This is an optimization exercise on Yosys and OpenROAD, whose aim is a short achievable clock period and few clock cycles, not a production implementation.
Only simulation tests tie the RTL to the original design; equivalence was not proved.

==> indigo: inputs <==
## pulse_duration_classifier
module pulse_duration_classifier (
    input  wire        clk,
    input  wire        rst_n,
    input  wire        cmd_valid,
    output wire        cmd_ready,
    input  wire [31:0] cmd_data,
    output wire        rsp_valid,
    input  wire        rsp_ready,
    output wire [31:0] rsp_data,
    output wire        irq,
    output wire        busy
);
Settings: LEC_CHECK=0, CAP_MARGIN=20, CORE_MARGIN=2, CORE_UTILIZATION=30, PLACE_DENSITY=0.4, SLEW_MARGIN=20; clock period 20.0 ns.
standard.sh (not shown) runs the stock make flow with config.mk's settings and CLKGATE_MAP_FILE= SYNTH_SCRIPT=/design/flow/synth_recipe.tcl, a recipe that flattens the netlist after the stock synthesis.
==> flow/flow/run.sh <==
#!/bin/bash
# The standard layout (standard.sh: ORFS with the standard synthesis), with
# two placement/optimisation choices of its own:
#  - the port buffers are sky130_fd_sc_hd__buf_4 instead of the delay cell
#    buffer_ports picks by default;
set -euo pipefail
export BUFFER_PORTS_ARGS="-buffer_cell sky130_fd_sc_hd__buf_4"
export SETUP_SLACK_MARGIN=11
bash standard.sh > standard.log 2>&1
==> lagoon: changes against indigo <==
--- a/flow/design.v
+++ b/flow/design.v
@@ -84,16 +84,18 @@
     reg         pexr;                     
     reg  [4:0]  fj;
     reg  [6:0]  ri;
     reg  [1:0]  rb_ph;
     reg         rst_q;
     always @(posedge clk) rst_q <= rst_n;
-    assign cmd_ready = rst_n & (~rst_q | ((state == S_IDLE) & ~rsp_valid_r));
-    assign busy      = rst_n & rst_q & (state != S_IDLE);
+    reg         idle_q;                   
+    assign cmd_ready = rst_n & (~rst_q | (idle_q & ~rsp_valid_r));
+    assign busy      = rst_n & rst_q & ~idle_q;
     assign rsp_valid = rst_n & rst_q & rsp_valid_r;
-    assign rsp_data  = e_rsp;
+    reg  [31:0] rsp_data_r;
+    assign rsp_data  = rsp_data_r;
     wire accept = cmd_valid & cmd_ready;
     integer i, j, k, q;
     function automatic near24(input [23:0] d, input [23:0] c, input [23:0] t);
         reg [24:0] diff;
         begin
             diff = (d >= c) ? ({1'b0, d} - {1'b0, c}) : ({1'b0, c} - {1'b0, d});
@@ -197,13 +199,12 @@
     endfunction
     reg  [24:0] k_mlo, k_mhi, k_slo, k_shi;
     reg  [26:0] k_lo [0:8];
     reg  [26:0] k_hi [0:8];
     reg  [26:0] k_sum [0:8];
     reg  [25:0] k_rng;
-    reg         cfgok_r, frameok_r;
     reg  [26:0] csum_k [0:8];
     always @* begin
         csum_k[0] = {3'd0, space_len};
         csum_k[1] = {3'd0, mark_len};
         csum_k[2] = {3'd0, space_len} + {3'd0, space_len};
         csum_k[3] = {3'd0, space_len} + {3'd0, mark_len};
@@ -231,19 +232,35 @@
         for (i = 0; i < 9; i = i + 1) begin
             k_sum[i] <= csum_k[i];
             k_lo[i] <= (k_sum[i] >= {3'd0, tol}) ? (k_sum[i] - {3'd0, tol}) : 27'd0;
             k_hi[i] <= k_sum[i] + {3'd0, tol};
         end
         k_rng <= {2'd0, mark_len} + {2'd0, mark_len} + {2'd0, mark_len} + {2'd0, tol};
-        cfgok_r   <= rst_q & cfgok;
-        frameok_r <= rst_q & frameok;
     end
+    function automatic ge25(input [24:0] a, input [24:0] b);
+        reg [31:0] g, e;
+        integer w, n;
+        begin
+            g = 32'd0;
+            e = 32'hFFFFFFFF;
+            for (n = 0; n < 25; n = n + 1) begin
+                g[n] = a[n] & ~b[n];
+                e[n] = ~(a[n] ^ b[n]);
+            end
+            for (w = 1; w < 32; w = w * 2)
+                for (n = 0; n < 32; n = n + 2 * w) begin
+                    g[n] = g[n + w] | (e[n + w] & g[n]);
+                    e[n] = e[n + w] & e[n];
+                end
+            ge25 = g[0] | e[0];
+        end
+    endfunction
     function automatic [1:0] classk(input [23:0] d);
         begin
-            if (({1'b0, d} >= k_mlo) && ({1'b0, d} <= k_mhi))      classk = 2'd1;
-            else if (({1'b0, d} >= k_slo) && ({1'b0, d} <= k_shi)) classk = 2'd0;
+            if (ge25({1'b0, d}, k_mlo) && ge25(k_mhi, {1'b0, d}))      classk = 2'd1;
+            else if (ge25({1'b0, d}, k_slo) && ge25(k_shi, {1'b0, d})) classk = 2'd0;
             else                                                     classk = 2'd2;
         end
     endfunction
     wire [39:0] bsv = {bs_hi, bs_lo};
     wire        len32 = (bs_len == 6'd32);
     wire        len40 = (bs_len == 6'd40);
@@ -277,13 +294,13 @@
         regv[10] = {8'd0, rgap1};
         regv[11] = {8'd0, rtol};
         regv[12] = bs_lo;
         regv[13] = {24'd0, bs_hi};
         regv[14] = {26'd0, bs_len};
         regv[15] = {8'd0, last_ts};
-        regv[16] = {25'd0, irq_l, frameok_r, cfgok_r, st_repeat, st_armed, st_err, st_done};
+        regv[16] = {25'd0, irq_l, frameok, cfgok, st_repeat, st_armed, st_err, st_done};
         regv[17] = {24'd0, errcode};
         regv[18] = {29'd0, rres};
         regv[19] = {25'd0, dcnt};
         regv[20] = {25'd0, ncls};
         regv[21] = {25'd0, nruns};
         regv[22] = {8'd0, ncomb};
@@ -331,23 +348,24 @@
         else if (a_rdf && (a_x >= a_fblen))                       a_ecode = E_INDEX;
         else if ((a_class && !a_cfgok) || (a_recon && !(a_cfgok && a_frameok)) ||
                  (a_val && !a_frameok) || (a_enc && !a_cfgok))  a_ecode = E_CFG;
         else if (a_enc && (a_bslen > 6'd40))                      a_ecode = E_LEN;
         else                                                      a_ecode = E_NONE;
     end
-    reg  [34:0] rsel;                     
-    reg  [39:0] dsel, fsel;               
-    reg  [31:0] e_rsp;
+    reg  [31:0] a_rsp;
     always @* begin
-        e_rsp = 32'd0;
+        a_rsp = 32'd0;
         for (i = 0; i < 35; i = i + 1)
-            if (rsel[i]) e_rsp = e_rsp | regv[i];
-        for (i = 0; i < N_DUR; i = i + 1) begin
-            if (dsel[i]) e_rsp = e_rsp | {8'd0, dbuf[i]};
-            if (fsel[i]) e_rsp = e_rsp | {30'd0, fb[i]};
-        end
+            if (a_rd && (a_rnum == i))
+                a_rsp = a_rsp | (!rst_q ? ((i == 0) ? 32'd4 : (i == 5) ? 32'd10 :
+                                           (i == 6) ? 32'd10000 : (i == 27) ? 32'd3 : 32'd0)
+                                        : regv[i]);
+        for (i = 0; i < N_DUR; i = i + 1)
+            if (a_x[5:0] == i)
+                a_rsp = a_rsp | (a_rdd ? {8'd0, dbuf[i]} : 32'd0) | (a_rdf ? {30'd0, fb[i]} : 32'd0);
+        if (a_ecode != E_NONE) a_rsp = 32'd0;
     end
     wire [7:0]  op    = cq[31:24];
     wire [5:0]  rnum  = cq[21:16];
     wire [15:0] imm   = cq[15:0];
     wire [6:0]  xidx  = cq[6:0];
     wire [23:0] dval  = cq[23:0];
@@ -611,35 +629,35 @@
     reg  [6:0]  f_len;
     reg  [1:0]  f_ph;
     reg  [13:0] f_m;
     reg  [3:0]  f_d;
     always @(posedge clk) begin
         if (!rst_q) begin
-            state       <= S_IDLE;
+            state <= S_IDLE; idle_q <= 1'b1;
             rsp_valid_r <= 1'b0;
             eng_t       <= 1'b0;
             fj          <= 5'd0;
             f_ph        <= 2'd0;
             ri          <= 7'd0;
             rb_ph       <= 2'd0;
         end else begin
             if (rsp_valid_r && rsp_ready)
                 rsp_valid_r <= 1'b0;
             case (state)
                 S_EXEC: begin
-                    state <= S_IDLE;
+                    state <= S_IDLE; idle_q <= 1'b1;
                     if (exec_ok && is_recon && !sh_ok) begin
-                        state <= S_RB;
+                        state <= S_RB; idle_q <= 1'b0;
                         ri    <= 7'd0;
                         rb_ph <= 2'd0;
                     end
                 end
                 S_RB: begin
                     case (rb_ph)
                         2'd0: begin
-                            if (ri == dcnt) state <= S_MAIN;
+                            if (ri == dcnt) begin state <= S_MAIN; idle_q <= 1'b0; end
                             else begin
                                 d_r   <= dbuf[ri[5:0]];
                                 rb_ph <= 2'd1;
                             end
                         end
                         2'd1: begin
@@ -655,33 +673,33 @@
                         f_ph <= 2'd0;
                     end else if (f_ph == 2'd1) begin
                         f_ph <= 2'd2;
                     end else if (f_more) begin
                         f_ph <= 2'd1;
                     end else begin
-                        state <= S_TAB;
+                        state <= S_TAB; idle_q <= 1'b0;
                     end
                 end
-                S_TAB: state <= S_WAIT;
-                S_WAIT: state <= S_BATCH;
+                S_TAB: begin state <= S_WAIT; idle_q <= 1'b0; end
+                S_WAIT: begin state <= S_BATCH; idle_q <= 1'b0; end
                 default: ;
             endcase
             if (do_main || do_batch) begin
                 if (do_main && m_fail) begin
-                    state <= S_IDLE;
+                    state <= S_IDLE; idle_q <= 1'b1;
                 end else if (ev_any_p || s2_last) begin
-                    state <= S_IDLE;
+                    state <= S_IDLE; idle_q <= 1'b1;
                     eng_t <= 1'b0;
                 end else begin
                     eng_t <= 1'b1;
                     if (n_step == 2'd3) begin
                         fj    <= 5'd0;
                         f_ph  <= 2'd0;
-                        state <= n_fast ? S_WAIT : S_FOLD;
+                        state <= n_fast ? S_WAIT : S_FOLD; idle_q <= 1'b0;
                     end else begin
-                        state <= S_WAIT;
+                        state <= S_WAIT; idle_q <= 1'b0;
                     end
                 end
             end
         end
         if (accept) begin
             cq        <= cmd_data;
@@ -698,20 +716,15 @@
             is_recon  <= a_recon;
             is_val    <= a_val;
             is_enc    <= a_enc;
             is_w123   <= (a_wr || a_wrh) &&
                          ((a_rnum == 6'd1) || (a_rnum == 6'd2) || (a_rnum == 6'd3));
             ecode     <= a_ecode;
-            for (i = 0; i < 35; i = i + 1)
-                rsel[i] <= a_rd && (a_ecode == E_NONE) && (a_rnum == i);
-            for (i = 0; i < N_DUR; i = i + 1) begin
-                dsel[i] <= a_rdd && (a_ecode == E_NONE) && (a_x == i);
-                fsel[i] <= a_rdf && (a_ecode == E_NONE) && (a_x == i);
-            end
+            if (a_read) rsp_data_r <= a_rsp;
             d_r       <= a_pusht ? (cmd_data[23:0] - a_lastts) : cmd_data[23:0];
-            state     <= S_EXEC;
+            state <= S_EXEC; idle_q <= 1'b0;
             if (a_read) rsp_valid_r <= 1'b1;
         end
     end
     always @(posedge clk) begin
         if (!rst_q || soft_rst) begin
             ctrl      <= 5'h04;
@@ -896,13 +909,13 @@
                           ((state == S_RB) && (rb_ph == 2'd1));
     wire [1:0]  ap_sym  = classk(d_r);
     reg  [13:0] ap_mask;
     reg  [8:0]  ap_n;
     always @* begin
         for (k = 0; k < 9; k = k + 1)
-            ap_n[k] = !s2_rneg[k] && ({1'b0, d_r} >= s2_rlo[k]) && (d_r <= s2_rhi[k]);
+            ap_n[k] = !s2_rneg[k] && ge25({1'b0, d_r}, s2_rlo[k]) && ge25({1'b0, s2_rhi[k]}, {1'b0, d_r});
         ap_mask = {ap_n[8], ap_n[7], ap_n[7], ap_n[6], ap_n[7], ap_n[6], ap_n[6], ap_n[5],
                    ap_n[4], ap_n[3], ap_n[3], ap_n[2], ap_n[1], ap_n[0]};
     end
     wire [24:0] ap_tab = tab(ap_mask, 1'b0);
     wire sh_clear = (exec_ok && (is_rst || is_clrd)) || (exec_ok && is_recon && !sh_ok);
     wire sh_inval = exec_ok && (is_enc || is_w123 || is_rst);
==> flow/flow/run.sh (replaced) <==
#!/bin/bash
# The standard layout (standard.sh: ORFS with the standard synthesis), with
# two placement/optimisation choices of its own:
#  - the port buffers are sky130_fd_sc_hd__buf_4 instead of the delay cell
#    buffer_ports picks by default;
set -euo pipefail
export BUFFER_PORTS_ARGS="-buffer_cell sky130_fd_sc_hd__buf_4"
export SETUP_SLACK_MARGIN=11.8
bash standard.sh > standard.log 2>&1
==> flow/config.mk (replaced) <==
export PLATFORM = sky130hd
export DESIGN_NAME = pulse_duration_classifier
export DESIGN_NICKNAME = pulse_duration_classifier
export VERILOG_FILES = /design/flow/design.v
export SDC_FILE = /design/flow/constraint.sdc
export NUM_CORES = 8
export LEC_CHECK = 0
export CAP_MARGIN = 20
export CORE_MARGIN = 2
export CORE_UTILIZATION = 50
export PLACE_DENSITY = 0.6
export SLEW_MARGIN = 20
==> juniper: changes against indigo <==
--- a/flow/design.v
+++ b/flow/design.v
@@ -84,16 +84,18 @@
     reg         pexr;                     
     reg  [4:0]  fj;
     reg  [6:0]  ri;
     reg  [1:0]  rb_ph;
     reg         rst_q;
     always @(posedge clk) rst_q <= rst_n;
-    assign cmd_ready = rst_n & (~rst_q | ((state == S_IDLE) & ~rsp_valid_r));
-    assign busy      = rst_n & rst_q & (state != S_IDLE);
+    reg         idle_q;                   
+    assign cmd_ready = rst_n & (~rst_q | (idle_q & ~rsp_valid_r));
+    assign busy      = rst_n & rst_q & ~idle_q;
     assign rsp_valid = rst_n & rst_q & rsp_valid_r;
-    assign rsp_data  = e_rsp;
+    reg  [31:0] rsp_data_r;
+    assign rsp_data  = rsp_data_r;
     wire accept = cmd_valid & cmd_ready;
     integer i, j, k, q;
     function automatic near24(input [23:0] d, input [23:0] c, input [23:0] t);
         reg [24:0] diff;
         begin
             diff = (d >= c) ? ({1'b0, d} - {1'b0, c}) : ({1'b0, c} - {1'b0, d});
@@ -197,13 +199,12 @@
     endfunction
     reg  [24:0] k_mlo, k_mhi, k_slo, k_shi;
     reg  [26:0] k_lo [0:8];
     reg  [26:0] k_hi [0:8];
     reg  [26:0] k_sum [0:8];
     reg  [25:0] k_rng;
-    reg         cfgok_r, frameok_r;
     reg  [26:0] csum_k [0:8];
     always @* begin
         csum_k[0] = {3'd0, space_len};
         csum_k[1] = {3'd0, mark_len};
         csum_k[2] = {3'd0, space_len} + {3'd0, space_len};
         csum_k[3] = {3'd0, space_len} + {3'd0, mark_len};
@@ -231,19 +232,35 @@
         for (i = 0; i < 9; i = i + 1) begin
             k_sum[i] <= csum_k[i];
             k_lo[i] <= (k_sum[i] >= {3'd0, tol}) ? (k_sum[i] - {3'd0, tol}) : 27'd0;
             k_hi[i] <= k_sum[i] + {3'd0, tol};
         end
         k_rng <= {2'd0, mark_len} + {2'd0, mark_len} + {2'd0, mark_len} + {2'd0, tol};
-        cfgok_r   <= rst_q & cfgok;
-        frameok_r <= rst_q & frameok;
     end
+    function automatic ge25(input [24:0] a, input [24:0] b);
+        reg [31:0] g, e;
+        integer w, n;
+        begin
+            g = 32'd0;
+            e = 32'hFFFFFFFF;
+            for (n = 0; n < 25; n = n + 1) begin
+                g[n] = a[n] & ~b[n];
+                e[n] = ~(a[n] ^ b[n]);
+            end
+            for (w = 1; w < 32; w = w * 2)
+                for (n = 0; n < 32; n = n + 2 * w) begin
+                    g[n] = g[n + w] | (e[n + w] & g[n]);
+                    e[n] = e[n + w] & e[n];
+                end
+            ge25 = g[0] | e[0];
+        end
+    endfunction
     function automatic [1:0] classk(input [23:0] d);
         begin
-            if (({1'b0, d} >= k_mlo) && ({1'b0, d} <= k_mhi))      classk = 2'd1;
-            else if (({1'b0, d} >= k_slo) && ({1'b0, d} <= k_shi)) classk = 2'd0;
+            if (ge25({1'b0, d}, k_mlo) && ge25(k_mhi, {1'b0, d}))      classk = 2'd1;
+            else if (ge25({1'b0, d}, k_slo) && ge25(k_shi, {1'b0, d})) classk = 2'd0;
             else                                                     classk = 2'd2;
         end
     endfunction
     wire [39:0] bsv = {bs_hi, bs_lo};
     wire        len32 = (bs_len == 6'd32);
     wire        len40 = (bs_len == 6'd40);
@@ -277,13 +294,13 @@
         regv[10] = {8'd0, rgap1};
         regv[11] = {8'd0, rtol};
         regv[12] = bs_lo;
         regv[13] = {24'd0, bs_hi};
         regv[14] = {26'd0, bs_len};
         regv[15] = {8'd0, last_ts};
-        regv[16] = {25'd0, irq_l, frameok_r, cfgok_r, st_repeat, st_armed, st_err, st_done};
+        regv[16] = {25'd0, irq_l, frameok, cfgok, st_repeat, st_armed, st_err, st_done};
         regv[17] = {24'd0, errcode};
         regv[18] = {29'd0, rres};
         regv[19] = {25'd0, dcnt};
         regv[20] = {25'd0, ncls};
         regv[21] = {25'd0, nruns};
         regv[22] = {8'd0, ncomb};
@@ -331,23 +348,24 @@
         else if (a_rdf && (a_x >= a_fblen))                       a_ecode = E_INDEX;
         else if ((a_class && !a_cfgok) || (a_recon && !(a_cfgok && a_frameok)) ||
                  (a_val && !a_frameok) || (a_enc && !a_cfgok))  a_ecode = E_CFG;
         else if (a_enc && (a_bslen > 6'd40))                      a_ecode = E_LEN;
         else                                                      a_ecode = E_NONE;
     end
-    reg  [34:0] rsel;                     
-    reg  [39:0] dsel, fsel;               
-    reg  [31:0] e_rsp;
+    reg  [31:0] a_rsp;
     always @* begin
-        e_rsp = 32'd0;
+        a_rsp = 32'd0;
         for (i = 0; i < 35; i = i + 1)
-            if (rsel[i]) e_rsp = e_rsp | regv[i];
-        for (i = 0; i < N_DUR; i = i + 1) begin
-            if (dsel[i]) e_rsp = e_rsp | {8'd0, dbuf[i]};
-            if (fsel[i]) e_rsp = e_rsp | {30'd0, fb[i]};
-        end
+            if (a_rd && (a_rnum == i))
+                a_rsp = a_rsp | (!rst_q ? ((i == 0) ? 32'd4 : (i == 5) ? 32'd10 :
+                                           (i == 6) ? 32'd10000 : (i == 27) ? 32'd3 : 32'd0)
+                                        : regv[i]);
+        for (i = 0; i < N_DUR; i = i + 1)
+            if (a_x[5:0] == i)
+                a_rsp = a_rsp | (a_rdd ? {8'd0, dbuf[i]} : 32'd0) | (a_rdf ? {30'd0, fb[i]} : 32'd0);
+        if (a_ecode != E_NONE) a_rsp = 32'd0;
     end
     wire [7:0]  op    = cq[31:24];
     wire [5:0]  rnum  = cq[21:16];
     wire [15:0] imm   = cq[15:0];
     wire [6:0]  xidx  = cq[6:0];
     wire [23:0] dval  = cq[23:0];
@@ -611,35 +629,35 @@
     reg  [6:0]  f_len;
     reg  [1:0]  f_ph;
     reg  [13:0] f_m;
     reg  [3:0]  f_d;
     always @(posedge clk) begin
         if (!rst_q) begin
-            state       <= S_IDLE;
+            state <= S_IDLE; idle_q <= 1'b1;
             rsp_valid_r <= 1'b0;
             eng_t       <= 1'b0;
             fj          <= 5'd0;
             f_ph        <= 2'd0;
             ri          <= 7'd0;
             rb_ph       <= 2'd0;
         end else begin
             if (rsp_valid_r && rsp_ready)
                 rsp_valid_r <= 1'b0;
             case (state)
                 S_EXEC: begin
-                    state <= S_IDLE;
+                    state <= S_IDLE; idle_q <= 1'b1;
                     if (exec_ok && is_recon && !sh_ok) begin
-                        state <= S_RB;
+                        state <= S_RB; idle_q <= 1'b0;
                         ri    <= 7'd0;
                         rb_ph <= 2'd0;
                     end
                 end
                 S_RB: begin
                     case (rb_ph)
                         2'd0: begin
-                            if (ri == dcnt) state <= S_MAIN;
+                            if (ri == dcnt) begin state <= S_MAIN; idle_q <= 1'b0; end
                             else begin
                                 d_r   <= dbuf[ri[5:0]];
                                 rb_ph <= 2'd1;
                             end
                         end
                         2'd1: begin
@@ -655,33 +673,33 @@
                         f_ph <= 2'd0;
                     end else if (f_ph == 2'd1) begin
                         f_ph <= 2'd2;
                     end else if (f_more) begin
                         f_ph <= 2'd1;
                     end else begin
-                        state <= S_TAB;
+                        state <= S_TAB; idle_q <= 1'b0;
                     end
                 end
-                S_TAB: state <= S_WAIT;
-                S_WAIT: state <= S_BATCH;
+                S_TAB: begin state <= S_WAIT; idle_q <= 1'b0; end
+                S_WAIT: begin state <= S_BATCH; idle_q <= 1'b0; end
                 default: ;
             endcase
             if (do_main || do_batch) begin
                 if (do_main && m_fail) begin
-                    state <= S_IDLE;
+                    state <= S_IDLE; idle_q <= 1'b1;
                 end else if (ev_any_p || s2_last) begin
-                    state <= S_IDLE;
+                    state <= S_IDLE; idle_q <= 1'b1;
                     eng_t <= 1'b0;
                 end else begin
                     eng_t <= 1'b1;
                     if (n_step == 2'd3) begin
                         fj    <= 5'd0;
                         f_ph  <= 2'd0;
-                        state <= n_fast ? S_WAIT : S_FOLD;
+                        state <= n_fast ? S_WAIT : S_FOLD; idle_q <= 1'b0;
                     end else begin
-                        state <= S_WAIT;
+                        state <= S_WAIT; idle_q <= 1'b0;
                     end
                 end
             end
         end
         if (accept) begin
             cq        <= cmd_data;
@@ -698,20 +716,15 @@
             is_recon  <= a_recon;
             is_val    <= a_val;
             is_enc    <= a_enc;
             is_w123   <= (a_wr || a_wrh) &&
                          ((a_rnum == 6'd1) || (a_rnum == 6'd2) || (a_rnum == 6'd3));
             ecode     <= a_ecode;
-            for (i = 0; i < 35; i = i + 1)
-                rsel[i] <= a_rd && (a_ecode == E_NONE) && (a_rnum == i);
-            for (i = 0; i < N_DUR; i = i + 1) begin
-                dsel[i] <= a_rdd && (a_ecode == E_NONE) && (a_x == i);
-                fsel[i] <= a_rdf && (a_ecode == E_NONE) && (a_x == i);
-            end
+            if (a_read) rsp_data_r <= a_rsp;
             d_r       <= a_pusht ? (cmd_data[23:0] - a_lastts) : cmd_data[23:0];
-            state     <= S_EXEC;
+            state <= S_EXEC; idle_q <= 1'b0;
             if (a_read) rsp_valid_r <= 1'b1;
         end
     end
     always @(posedge clk) begin
         if (!rst_q || soft_rst) begin
             ctrl      <= 5'h04;
@@ -896,13 +909,13 @@
                           ((state == S_RB) && (rb_ph == 2'd1));
     wire [1:0]  ap_sym  = classk(d_r);
     reg  [13:0] ap_mask;
     reg  [8:0]  ap_n;
     always @* begin
         for (k = 0; k < 9; k = k + 1)
-            ap_n[k] = !s2_rneg[k] && ({1'b0, d_r} >= s2_rlo[k]) && (d_r <= s2_rhi[k]);
+            ap_n[k] = !s2_rneg[k] && ge25({1'b0, d_r}, s2_rlo[k]) && ge25({1'b0, s2_rhi[k]}, {1'b0, d_r});
         ap_mask = {ap_n[8], ap_n[7], ap_n[7], ap_n[6], ap_n[7], ap_n[6], ap_n[6], ap_n[5],
                    ap_n[4], ap_n[3], ap_n[3], ap_n[2], ap_n[1], ap_n[0]};
     end
     wire [24:0] ap_tab = tab(ap_mask, 1'b0);
     wire sh_clear = (exec_ok && (is_rst || is_clrd)) || (exec_ok && is_recon && !sh_ok);
     wire sh_inval = exec_ok && (is_enc || is_w123 || is_rst);
==> flow/flow/run.sh (replaced) <==
#!/bin/bash
# The standard layout (standard.sh: ORFS with the standard synthesis), with
# two placement/optimisation choices of its own:
#  - the port buffers are sky130_fd_sc_hd__buf_4 instead of the delay cell
#    buffer_ports picks by default;
set -euo pipefail
export BUFFER_PORTS_ARGS="-buffer_cell sky130_fd_sc_hd__buf_4"
export SETUP_SLACK_MARGIN=11.8
export MAX_REPAIR_ANTENNAS_ITER_DRT=10
bash standard.sh > standard.log 2>&1
==> flow/config.mk (replaced) <==
export PLATFORM = sky130hd
export DESIGN_NAME = pulse_duration_classifier
export DESIGN_NICKNAME = pulse_duration_classifier
export VERILOG_FILES = /design/flow/design.v
export SDC_FILE = /design/flow/constraint.sdc
export NUM_CORES = 8
export LEC_CHECK = 0
export CAP_MARGIN = 35
export CORE_MARGIN = 2
export CORE_UTILIZATION = 35
export PLACE_DENSITY = 0.45
export SLEW_MARGIN = 30
==> run notes <==
* Clock transition at path regs at 0.06 ns
* Status: complete, no violations
* WP buf/inv at 3
* Worst-Margin Slew at 1.41 ns
* # clock sinks at 6065
* Final worst setup slack at 10.63 ns
* Non-Clock Buffer Count at 1803
* Routed Wire Length at 2750000 um
* Layout cells sized above 1 at 0.129
* Crit path DAT at 5.37 ns
That was indigo.
==> run notes <==
* Status: complete, no violations
* Post-synth top area share at 0.193
* Clock transition at path regs at 0.06 ns
* Non-Clock Buffer Count at 1945
* Final worst setup slack at 11.61 ns
* Layout cells sized above 1 at 0.135
* Routed Wire Length at 2660000 um
* Crit path DAT at 4.39 ns
* WP buf/inv at 2
That was juniper.
==> run notes <==
* Final worst setup slack at 11.53 ns
* # clock sinks at 5980
* Core area at 852000 um2
* Routed Wire Length at 2420000 um
* Max_cap viols at 1
* Layout check faults: capacitance limit
* WP buf/inv at 3
* Critical path capture point type: flip-flop
* Status: failed layout checks
* RSZ-0062 raised after global routing: true
* Worst Hold Depth at 0
* Worst-Margin Slew at 1.48 ns
* Vias in the first global route at 372k
That was lagoon.
Testbench counts of indigo, summed over its fixed seeds: cycles 25,840.
Testbench counts of lagoon, summed over its fixed seeds: cycles 25,840.
Testbench counts of juniper, summed over its fixed seeds: cycles 25,840.

==> static timing again, ports no longer ideal <==
How much do the figures lean on ideal ports? The routed layouts below were timed once more, with nothing changed but the port constraints.
Step 1: set_driving_cell puts a clkbuf_16 on clk and a buf_2 on each other input, an assumption about the parent block.
Step 2 moves the port delays by t, midway between the first and last clock arrival at a register: inputs arrive t later, outputs are due t later. That takes back most of the time a late clock gives input paths.
Three values: ideal ports, drivers, drivers and shift; two values: the first two.
| run | t (ns) | setup slack, ns | worst hold slack (ns) | clock arrival spread, ns |
|---|---|---|---|---|
| indigo | 1.461 | 10.629 / 10.460 / 10.892 | 0.397 / 0.397 / 0.397 | 0.168 / 0.168 |
| lagoon | 1.389 | 11.528 / 11.524 / 10.135 | 0.368 / 0.368 / 0.368 | 0.197 / 0.197 |
| juniper | 1.387 | 11.611 / 11.559 / 10.902 | 0.402 / 0.402 / 0.402 | 0.145 / 0.145 |
For lagoon, which loses most, drivers alone change the setup slack by -0.004 ns; drivers and shift together by -1.393 ns.
